This design comes from an exercise in tuning for small area, a short achievable clock period and few clock cycles per item on the open sky130 flow, not from production work. In this exercise RTL edits were held to simulation tests only and were not proved equivalent to the original.

==> flow/design.v <==
module sha256_core (
    input  wire         clk,
    input  wire         rst,
    input  wire         start,
    input  wire [255:0] state_in,
    input  wire [511:0] block_in,
    output wire         busy,
    output reg          done,
    output wire [255:0] digest
);
    reg  [255:0] h_in;                  
    reg  [31:0]  a, b, c, d, e, f, g, h;
    reg  [31:0]  w [0:15];              
    reg  [5:0]   round;
    reg          running;
    assign busy = running;
    reg  [31:0]  k_t;
    always @(*) begin
        case (round)
            6'd0:  k_t = 32'h428a2f98; 6'd1:  k_t = 32'h71374491;
            6'd2:  k_t = 32'hb5c0fbcf; 6'd3:  k_t = 32'he9b5dba5;
            6'd4:  k_t = 32'h3956c25b; 6'd5:  k_t = 32'h59f111f1;
            6'd6:  k_t = 32'h923f82a4; 6'd7:  k_t = 32'hab1c5ed5;
            6'd8:  k_t = 32'hd807aa98; 6'd9:  k_t = 32'h12835b01;
            6'd10: k_t = 32'h243185be; 6'd11: k_t = 32'h550c7dc3;
            6'd12: k_t = 32'h72be5d74; 6'd13: k_t = 32'h80deb1fe;
            6'd14: k_t = 32'h9bdc06a7; 6'd15: k_t = 32'hc19bf174;
            6'd16: k_t = 32'he49b69c1; 6'd17: k_t = 32'hefbe4786;
            6'd18: k_t = 32'h0fc19dc6; 6'd19: k_t = 32'h240ca1cc;
            6'd20: k_t = 32'h2de92c6f; 6'd21: k_t = 32'h4a7484aa;
            6'd22: k_t = 32'h5cb0a9dc; 6'd23: k_t = 32'h76f988da;
            6'd24: k_t = 32'h983e5152; 6'd25: k_t = 32'ha831c66d;
            6'd26: k_t = 32'hb00327c8; 6'd27: k_t = 32'hbf597fc7;
            6'd28: k_t = 32'hc6e00bf3; 6'd29: k_t = 32'hd5a79147;
            6'd30: k_t = 32'h06ca6351; 6'd31: k_t = 32'h14292967;
            6'd32: k_t = 32'h27b70a85; 6'd33: k_t = 32'h2e1b2138;
            6'd34: k_t = 32'h4d2c6dfc; 6'd35: k_t = 32'h53380d13;
            6'd36: k_t = 32'h650a7354; 6'd37: k_t = 32'h766a0abb;
            6'd38: k_t = 32'h81c2c92e; 6'd39: k_t = 32'h92722c85;
            6'd40: k_t = 32'ha2bfe8a1; 6'd41: k_t = 32'ha81a664b;
            6'd42: k_t = 32'hc24b8b70; 6'd43: k_t = 32'hc76c51a3;
            6'd44: k_t = 32'hd192e819; 6'd45: k_t = 32'hd6990624;
            6'd46: k_t = 32'hf40e3585; 6'd47: k_t = 32'h106aa070;
            6'd48: k_t = 32'h19a4c116; 6'd49: k_t = 32'h1e376c08;
            6'd50: k_t = 32'h2748774c; 6'd51: k_t = 32'h34b0bcb5;
            6'd52: k_t = 32'h391c0cb3; 6'd53: k_t = 32'h4ed8aa4a;
            6'd54: k_t = 32'h5b9cca4f; 6'd55: k_t = 32'h682e6ff3;
            6'd56: k_t = 32'h748f82ee; 6'd57: k_t = 32'h78a5636f;
            6'd58: k_t = 32'h84c87814; 6'd59: k_t = 32'h8cc70208;
            6'd60: k_t = 32'h90befffa; 6'd61: k_t = 32'ha4506ceb;
            6'd62: k_t = 32'hbef9a3f7; default: k_t = 32'hc67178f2;
        endcase
    end
    wire [31:0] s1   = {e[5:0], e[31:6]} ^ {e[10:0], e[31:11]} ^ {e[24:0], e[31:25]};
    wire [31:0] ch   = (e & f) ^ (~e & g);
    wire [31:0] t1   = h + s1 + ch + k_t + w[0];
    wire [31:0] s0   = {a[1:0], a[31:2]} ^ {a[12:0], a[31:13]} ^ {a[21:0], a[31:22]};
    wire [31:0] maj  = (a & b) ^ (a & c) ^ (b & c);
    wire [31:0] t2   = s0 + maj;
    wire [31:0] ls0  = {w[1][6:0], w[1][31:7]} ^ {w[1][17:0], w[1][31:18]} ^ (w[1] >> 3);
    wire [31:0] ls1  = {w[14][16:0], w[14][31:17]} ^ {w[14][18:0], w[14][31:19]} ^ (w[14] >> 10);
    wire [31:0] wnew = ls1 + w[9] + ls0 + w[0];
    assign digest = {h_in[255:224] + a, h_in[223:192] + b,
                     h_in[191:160] + c, h_in[159:128] + d,
                     h_in[127:96]  + e, h_in[95:64]    + f,
                     h_in[63:32]   + g, h_in[31:0]     + h};
    integer i;
    always @(posedge clk) begin
        if (rst) begin
            running <= 1'b0;
            done    <= 1'b0;
            round   <= 6'd0;
        end else begin
            done <= 1'b0;
            if (start && !running) begin
                running <= 1'b1;
                round   <= 6'd0;
            end else if (running) begin
                round <= round + 6'd1;
                if (round == 6'd63) begin
                    running <= 1'b0;
                    done    <= 1'b1;
                end
            end
        end
    end
    always @(posedge clk) begin
        if (start && !running) begin
            h_in <= state_in;
            {a, b, c, d, e, f, g, h} <= state_in;
            for (i = 0; i < 16; i = i + 1)
                w[i] <= block_in[511 - 32*i -: 32];
        end else if (running) begin
            h <= g;
            g <= f;
            f <= e;
            e <= d + t1;
            d <= c;
            c <= b;
            b <= a;
            a <= t1 + t2;
            for (i = 0; i < 15; i = i + 1)
                w[i] <= w[i+1];
            w[15] <= wnew;
        end
    end
endmodule
module nasccl_schedgen (
    input  wire         clk,
    input  wire         rst,
    input  wire         start,
    input  wire [13:0]  table_count,
    input  wire [10:0]  seed_len,
    output wire         idle,
    input  wire         seed_valid,
    input  wire [7:0]   seed_data,
    output wire         seed_ready,
    output reg          out_valid,
    output reg  [255:0] out_data,
    input  wire         out_ready
);
    localparam [255:0] SHA256_IV = {
        32'h6a09e667, 32'hbb67ae85, 32'h3c6ef372, 32'ha54ff53a,
        32'h510e527f, 32'h9b05688c, 32'h1f83d9ab, 32'h5be0cd19};
    localparam [3:0] S_IDLE = 4'd0,    
                     S_SEED = 4'd1,    
                     S_SBLK = 4'd2,    
                     S_SPAD = 4'd3,    
                     S_SFIN = 4'd4,    
                     S_KEY  = 4'd5,    
                     S_I1   = 4'd6,    
                     S_I2   = 4'd7,    
                     S_O1   = 4'd8,    
                     S_O2   = 4'd9,    
                     S_OUT  = 4'd10;   
    reg [3:0]   state;
    reg [16:0]  total;         
    reg [16:0]  ctr;           
    reg [7:0]   xor_byte;      
    reg [10:0]  slen;          
    reg [10:0]  cnt;           
    reg         pad_final;     
    reg [511:0] blk;           
    reg [511:0] key;           
    reg [255:0] hcur;          
    reg [255:0] inner;         
    reg         core_start;
    wire        core_busy;
    wire        core_done;
    wire [255:0] core_digest;
    reg  [255:0] core_state;
    reg  [511:0] core_block;
    assign idle       = (state == S_IDLE);
    assign seed_ready = (state == S_SEED);
    wire [8:0] tc_fold = {3'b000, table_count[13:8]} + {1'b0, table_count[7:0]};
    wire [7:0] tc_mod  = tc_fold[8]             ? tc_fold[7:0] + 8'd1 :
                         (tc_fold[7:0] == 8'hff) ? 8'd0 : tc_fold[7:0];
    wire [5:0] pad_pos = cnt[5:0];    
    always @(*) begin
        case (state)
            S_I1: begin
                core_state = SHA256_IV;
                core_block = key ^ {64{8'h36}};
            end
            S_I2: begin
                core_state = hcur;
                core_block = {47'd0, ctr, 8'h80, 376'd0, 64'd576};
            end
            S_O1: begin
                core_state = SHA256_IV;
                core_block = key ^ {64{8'h5c}};
            end
            S_O2: begin
                core_state = hcur;
                core_block = {inner, 8'h80, 184'd0, 64'd768};
            end
            default: begin
                core_state = hcur;
                core_block = blk;
            end
        endcase
    end
    sha256_core u_core (
        .clk      (clk),
        .rst      (rst),
        .start    (core_start),
        .state_in (core_state),
        .block_in (core_block),
        .busy     (core_busy),
        .done     (core_done),
        .digest   (core_digest)
    );
    always @(posedge clk) begin
        if (rst) begin
            state      <= S_IDLE;
            core_start <= 1'b0;
            out_valid  <= 1'b0;
        end else begin
            core_start <= 1'b0;
            case (state)
                S_IDLE: begin
                    if (start) begin
                        total     <= {table_count, 3'b000};
                        ctr       <= 17'd0;
                        xor_byte  <= tc_mod;
                        slen      <= seed_len;
                        cnt       <= 11'd0;
                        blk       <= 512'd0;
                        hcur      <= SHA256_IV;
                        pad_final <= 1'b0;
                        state     <= (seed_len == 11'd0) ? S_KEY : S_SEED;
                    end
                end
                S_SEED: begin
                    if (seed_valid) begin
                        blk[511 - 8*pad_pos -: 8] <= seed_data ^ xor_byte;
                        cnt <= cnt + 11'd1;
                        if (slen > 11'd64 && pad_pos == 6'd63) begin
                            core_start <= 1'b1;
                            state      <= S_SBLK;
                        end else if (cnt + 11'd1 == slen) begin
                            state <= (slen > 11'd64) ? S_SPAD : S_KEY;
                        end
                    end
                end
                S_SBLK: begin
                    if (core_done) begin
                        hcur  <= core_digest;
                        blk   <= 512'd0;
                        state <= (cnt == slen) ? S_SPAD : S_SEED;
                    end
                end
                S_SPAD: begin
                    blk[511 - 8*pad_pos -: 8] <= 8'h80;
                    if (pad_pos < 6'd56) begin
                        blk[63:0] <= {50'd0, slen, 3'b000};
                        pad_final <= 1'b1;
                    end
                    core_start <= 1'b1;
                    state      <= S_SFIN;
                end
                S_SFIN: begin
                    if (core_done) begin
                        if (pad_final) begin
                            key        <= {core_digest, 256'd0};
                            core_start <= 1'b1;
                            state      <= S_I1;
                        end else begin
                            hcur       <= core_digest;
                            blk        <= {448'd0, 50'd0, slen, 3'b000};
                            pad_final  <= 1'b1;
                            core_start <= 1'b1;
                        end
                    end
                end
                S_KEY: begin
                    key        <= blk;
                    core_start <= 1'b1;
                    state      <= S_I1;
                end
                S_I1: begin
                    if (core_done) begin
                        hcur       <= core_digest;
                        core_start <= 1'b1;
                        state      <= S_I2;
                    end
                end
                S_I2: begin
                    if (core_done) begin
                        inner      <= core_digest;
                        core_start <= 1'b1;
                        state      <= S_O1;
                    end
                end
                S_O1: begin
                    if (core_done) begin
                        hcur       <= core_digest;
                        core_start <= 1'b1;
                        state      <= S_O2;
                    end
                end
                S_O2: begin
                    if (core_done) begin
                        out_data  <= core_digest;
                        out_valid <= 1'b1;
                        state     <= S_OUT;
                    end
                end
                S_OUT: begin
                    if (out_ready) begin
                        out_valid <= 1'b0;
                        ctr       <= ctr + 17'd1;
                        if (ctr + 17'd1 == total) begin
                            state <= S_IDLE;
                        end else begin
                            core_start <= 1'b1;
                            state      <= S_I1;
                        end
                    end
                end
                default: state <= S_IDLE;
            endcase
        end
    end
endmodule
==> flow/run.sh <==
#!/bin/bash
# synth_recipe.tcl (not shown) runs the flow's synth.tcl, then flattens the netlist and writes it again
# the make line also repeats each setting of config.mk as NAME=value (left out here)
make -C /OpenROAD-flow-scripts/flow DESIGN_CONFIG=/design/flow/config.mk WORK_HOME=/design/flow/orfs CLKGATE_MAP_FILE= SYNTH_SCRIPT=/design/flow/synth_recipe.tcl finish
==> flow/config.mk <==
export PLATFORM = sky130hd
export DESIGN_NAME = nasccl_schedgen
export DESIGN_NICKNAME = nasccl_schedgen
export VERILOG_FILES = /design/flow/design.v
export SDC_FILE = /design/flow/constraint.sdc
export NUM_CORES = 8
export LEC_CHECK = 0
export CAP_MARGIN = 20
export CORE_MARGIN = 2
export CORE_UTILIZATION = 40
export SLEW_MARGIN = 20
==> flow/constraint.sdc <==
create_clock -name core_clock -period 10.0 [get_ports {clk}]
set_input_delay 2.0000 -clock core_clock [delete_from_list [all_inputs] [get_ports {clk}]]
set_output_delay 2.0000 -clock core_clock [all_outputs]
set_load 0.01 [all_outputs]
==> run summary <==
## worst register-to-register path: cells and delay by family, from the launching register on
family	cells	cell delay, ns
adders and majority gates	7	3.04
AOI/OAI and AO/OA	11	2.78
xor gates and xnor gates	4	1.20
and+or+nand+nor	5	0.84
DFF	1	0.59
buffers and inverters	4	0.33
## cell type report
class	count	area, um2	area share, %
multi-input combinational	8735	57700	33.9
timing repair buffer	556	5320	3.12
tap	4972	6220	3.65
inverter	696	2630	1.54
sequential	2924	87400	51.3
antenna	64	160	0.0940
clock buffer	409	8650	5.08
clock inverter	194	2300	1.35
## per-layer routing
| layer | routed length (um) | GRT usage [%] | part of all wire, % | vias to the layer above |
|---|---|---|---|---|
| li1 | - | - | - | 48600 |
| met1 | 247000 | 43.7 | 38 | 58000 |
| met2 | 280000 | 49.0 | 43 | 7916 |
| met3 | 78000 | 9.04 | 12 | 1526 |
| met4 | 50400 | 22.3 | 7.7 | 42 |
| met5 | 437 | 0.278 | 0.067 | - |
## worst max path at each step
stage	to	slack, ns	cells after the start	startpoint
after floorplan	key[0]$_SDFFCE_PN0P_	-5.59	3	rst
after global placement	u_core.a[28]$_DFFE_PP_	1.18	31	u_core.e[26]$_DFFE_PP_
after detailed placement	u_core.a[31]$_DFFE_PP_	1.12	31	u_core.e[26]$_DFFE_PP_
after CTS	u_core.a[31]$_DFFE_PP_	1.04	31	u_core.e[26]$_DFFE_PP_
after global routing	u_core.a[31]$_DFFE_PP_	0.53	31	u_core.e[26]$_DFFE_PP_
final	u_core.a[31]$_DFFE_PP_	0.89	31	u_core.e[26]$_DFFE_PP_
## through the flow
| step | util (%) | cells | cell area (um2) |
|---|---|---|---|
| 5_1_grt | 45.7 | 18500 | 170000 |
| 3_3_place_gp | 42.7 | 17900 | 159000 |
| 6_report | 45.7 | 18600 | 170000 |
| 4_1_cts | 45.7 | 18500 | 170000 |
| 3_5_place_dp | 42.7 | 17900 | 159000 |
| 2_1_floorplan | - | 13100 | 150000 |
## flip-flops by register name (all words and copies together), names as in the netlist, 256 cells and up
register / cells
u_core.h_in: 256
blk: 512
u_core.w: 512
hcur: 256
key: 512
out_data: 256
inner: 256
## cell families (layout without fill, tap and decap cells)
family / Yosys count / in the layout
xor gates and xnor gates: 662 / 662
DFF: 2924 / 2924
and+or+nand+nor: 3619 / 3619
AOI/OAI and AO/OA: 3551 / 3551
adders and majority gates: 609 / 609
other: 0 / 64
buffers and inverters: 1461 / 1855
muxes: 294 / 294
## cells in the final DEF (no fill, tap or decap), types with 196 or more instances in the layout
master and instances:
sky130_fd_sc_hd__nor2_1 782, sky130_fd_sc_hd__fa_1 196, sky130_fd_sc_hd__ha_1 400, sky130_fd_sc_hd__o21ai_0 1332
sky130_fd_sc_hd__nand3_1 242, sky130_fd_sc_hd__a21oi_1 762, sky130_fd_sc_hd__inv_1 689, sky130_fd_sc_hd__mux2_2 203
sky130_fd_sc_hd__clkdlybuf4s50_1 296, sky130_fd_sc_hd__nand2_1 1386, sky130_fd_sc_hd__buf_4 227, sky130_fd_sc_hd__xnor2_1 375
sky130_fd_sc_hd__nand2b_1 214, sky130_fd_sc_hd__xor2_1 276, sky130_fd_sc_hd__a221oi_1 198, sky130_fd_sc_hd__and3_1 370
sky130_fd_sc_hd__clkbuf_16 332, sky130_fd_sc_hd__edfxtp_1 2878
==> impl_metrics.xml <==
<?xml version="1.0" encoding="UTF-8"?>
<metrics>
  <group name="synthesis">
    <metric name="synthTopCellsByArea" unit="">sky130_fd_sc_hd__edfxtp_1 (58%), sky130_fd_sc_hd__o21ai_0 (4.5%), sky130_fd_sc_hd__nand2_1 (3.5%)</metric>
    <metric name="netlist.top_cell.by_area" unit="">sky130_fd_sc_hd__edfxtp_1</metric>
    <metric name="synth_adder_area_share" unit="%">6.04</metric>
    <metric name="synth_simple_gate_area_share" unit="%">11.1</metric>
    <metric name="synth_sequential_area_ratio" unit="%">58.2</metric>
    <metric name="main_combinational_cell_family_by_area_after_synthesis" unit="">compound AO/OA/AOI/OAI gates</metric>
    <metric name="yosys-top-cells-count" unit="">sky130_fd_sc_hd__edfxtp_1 (2878), sky130_fd_sc_hd__nand2_1 (1397), sky130_fd_sc_hd__o21ai_0 (1340)</metric>
    <metric name="post-synth-top-area-fraction" unit="%">57.6</metric>
    <metric name="synth_nets" unit="">13800</metric>
    <metric name="synth.cell_area" unit="mm2">0.150</metric>
    <metric name="synth-compound-area-share" unit="%">14.9</metric>
    <metric name="post_synth_xor_area_fraction" unit="%">3.87</metric>
    <metric name="synth_enable_flop_cells" unit="">2878</metric>
    <metric name="synth.avg_cell_area" unit="um2">11.4</metric>
    <metric name="async_reset_ff_share" unit="%">0</metric>
    <metric name="postSynthCellCount" unit="">13100</metric>
    <metric name="yosys_warnings" unit="">3</metric>
    <metric name="ys_seq_elements" unit="">2924</metric>
    <metric name="synth_top_flop_cell" unit="">sky130_fd_sc_hd__edfxtp_1</metric>
    <metric name="synthMostInstantiatedCell" unit="">sky130_fd_sc_hd__edfxtp_1</metric>
    <metric name="synth.distinct_cells" unit="">104</metric>
    <metric name="synthMuxAreaShare" unit="%">2.13</metric>
  </group>
  <group name="worst_setup_path">
    <metric name="r2r_slack" unit="ns">0.89</metric>
    <metric name="crit_fanout" unit="">6</metric>
    <metric name="dominant_delay_contributor_by_cell_family_on_the_critical_path" unit="">adder cells</metric>
    <metric name="r2r-start" unit="">u_core.e[26]$_DFFE_PP_</metric>
    <metric name="crit_slowest_cell" unit="">sky130_fd_sc_hd__edfxtp_1</metric>
    <metric name="path_buf_inv" unit="">4</metric>
    <metric name="timing.rr.end" unit="">u_core.a[31]$_DFFE_PP_</metric>
    <metric name="criticalPathCategory" unit="">flip-flop to flip-flop</metric>
    <metric name="critical_path_required" unit="ns">10.68</metric>
    <metric name="critical-path-max-stage-delay" unit="ns">0.59</metric>
    <metric name="worst_case_reg_to_reg_path_depth" unit="">31</metric>
    <metric name="cpMostUsedCell" unit="">sky130_fd_sc_hd__fa_1</metric>
    <metric name="worst_setup_path_start_kind" unit="">flip-flop</metric>
    <metric name="crit_path_capture_type" unit="">flip-flop</metric>
    <metric name="worst_ep_arrival_time" unit="ns">9.79</metric>
  </group>
  <group name="timing">
    <metric name="fin_worst_hold_slack" unit="ns">0.496</metric>
    <metric name="worst_slew_pin_slew" unit="ns">1.36</metric>
    <metric name="final_hold_viol_count" unit="">0</metric>
    <metric name="setup_tns" unit="ns">0</metric>
    <metric name="timing.slew.headroom" unit="%">9.24</metric>
    <metric name="clock_skew" unit="ns">0.0630</metric>
    <metric name="final.setup.worst_slack" unit="ns">0.887</metric>
    <metric name="report.final.setup_viol" unit="">0</metric>
    <metric name="fin_crit_sh" unit="%">91.1</metric>
    <metric name="drv_slew" unit="">0</metric>
    <metric name="maxClockFrequency" unit="MHz">110</metric>
    <metric name="post_layout_min_period" unit="ns">9.11</metric>
    <metric name="unrepaired_setup_endpoints_after_global_routing" unit="">false</metric>
  </group>
  <group name="route">
    <metric name="via_count" unit="">116000</metric>
    <metric name="ant_nets" unit="">0</metric>
    <metric name="initialDrtViolationCount" unit="">18900</metric>
    <metric name="drt_drc_violations_left" unit="">0</metric>
    <metric name="drt_wl_total" unit="um">656000</metric>
    <metric name="dr.pass1.iters" unit="">9</metric>
    <metric name="route.detailed.wl_per_inst" unit="um">35.3</metric>
    <metric name="vias_per_cell" unit="">6.26</metric>
  </group>
  <group name="clocking">
    <metric name="postCtsSetupRepairBufs" unit="">0</metric>
    <metric name="tritoncts_num_sinks" unit="">2924</metric>
    <metric name="clockBufferDepth" unit="">4</metric>
    <metric name="cts.hold.buffers_added" unit="">0</metric>
    <metric name="cts_inserted_buffers" unit="">331</metric>
    <metric name="clkTransAtPathRegs" unit="ns">0.07</metric>
    <metric name="worst_skew_pair.late_latency" unit="ns">0.98</metric>
    <metric name="post_cts.resized_instances" unit="">0</metric>
    <metric name="cts_tree" unit="">yes</metric>
    <metric name="cts_max_level" unit="">5</metric>
    <metric name="ctsRootBufferMaster" unit="">sky130_fd_sc_hd__clkbuf_16</metric>
  </group>
  <group name="min_path">
    <metric name="holdCritPathClass" unit="">flip-flop to flip-flop</metric>
    <metric name="worst_hold_path.num_cells" unit="">1</metric>
    <metric name="min_delay_worst_endpoint" unit="">u_core.h_in[114]$_DFFE_PP_</metric>
    <metric name="timing.hold.worst.start" unit="">hcur[114]$_SDFFCE_PN1P_</metric>
  </group>
  <group name="die">
    <metric name="fp.coreArea" unit="mm2">0.373</metric>
    <metric name="core.rowCount" unit="">224</metric>
    <metric name="starting_density_of_the_core" unit="%">40.2</metric>
    <metric name="boundaryPins" unit="">297</metric>
    <metric name="dieWidth" unit="um">616</metric>
    <metric name="dieArea" unit="mm2">0.380</metric>
    <metric name="die_y" unit="um">616</metric>
  </group>
  <group name="global_route">
    <metric name="grt_usage" unit="%">33.5</metric>
    <metric name="grt_first_pass_wirelength" unit="um">889000</metric>
    <metric name="grt_pass1_vias" unit="">107000</metric>
    <metric name="initial_antenna_violation_count" unit="">96</metric>
    <metric name="grt_start_max_net_pins" unit="">203</metric>
    <metric name="aggregate_global_routing_overflow" unit="">0</metric>
  </group>
  <group name="placement">
    <metric name="dp.final_hpwl" unit="um">468000</metric>
    <metric name="place.port_buffers" unit="">296</metric>
    <metric name="preCtsSetupSlack" unit="ns">1.12</metric>
    <metric name="place.gp.congestion" unit="">1.00</metric>
  </group>
  <group name="run">
    <metric name="max_cap_viol" unit="">0</metric>
  </group>
  <group name="layout">
    <metric name="areaGrowthSynthToFinish" unit="%">13.6</metric>
    <metric name="count_of_filler_cells_inserted_in_the_layout" unit="">34400</metric>
    <metric name="final_nets" unit="">13900</metric>
    <metric name="drive_above_1_share" unit="%">8.21</metric>
  </group>
  <group name="outcome">
    <metric name="outcome" unit="">timing/DRC/antenna clean</metric>
  </group>
</metrics>
Testbench counts, summed over its fixed seeds: cycles 191,593, items 712.

==> re-timing with driven ports <==
How much do the figures lean on ideal ports? The routed layout below was timed once more, with nothing changed but the port constraints. Step 1, drivers: a clkbuf_16 drives clk and a buf_2 each remaining input, both assumed. Step 2, shift: input delay + t, output delay - t, t = (earliest + latest rising clock arrival at the registers) / 2. This alone moves slack from input paths to output paths. a / b / c = ideal ports / drivers / drivers and shift; a / b = the first two.
t, ns: 1.071
setup slack, ns: 0.887 / 0.887 / 0.887
hold slack, ns: 0.496 / 0.496 / 0.496
worst setup path after step 2: register to register
clock arrival spread, ns: 0.068 / 0.068
After both steps this run still meets setup and hold. The setup slack of this run moves by 0.000 ns with the drivers and by 0.000 ns with both steps.
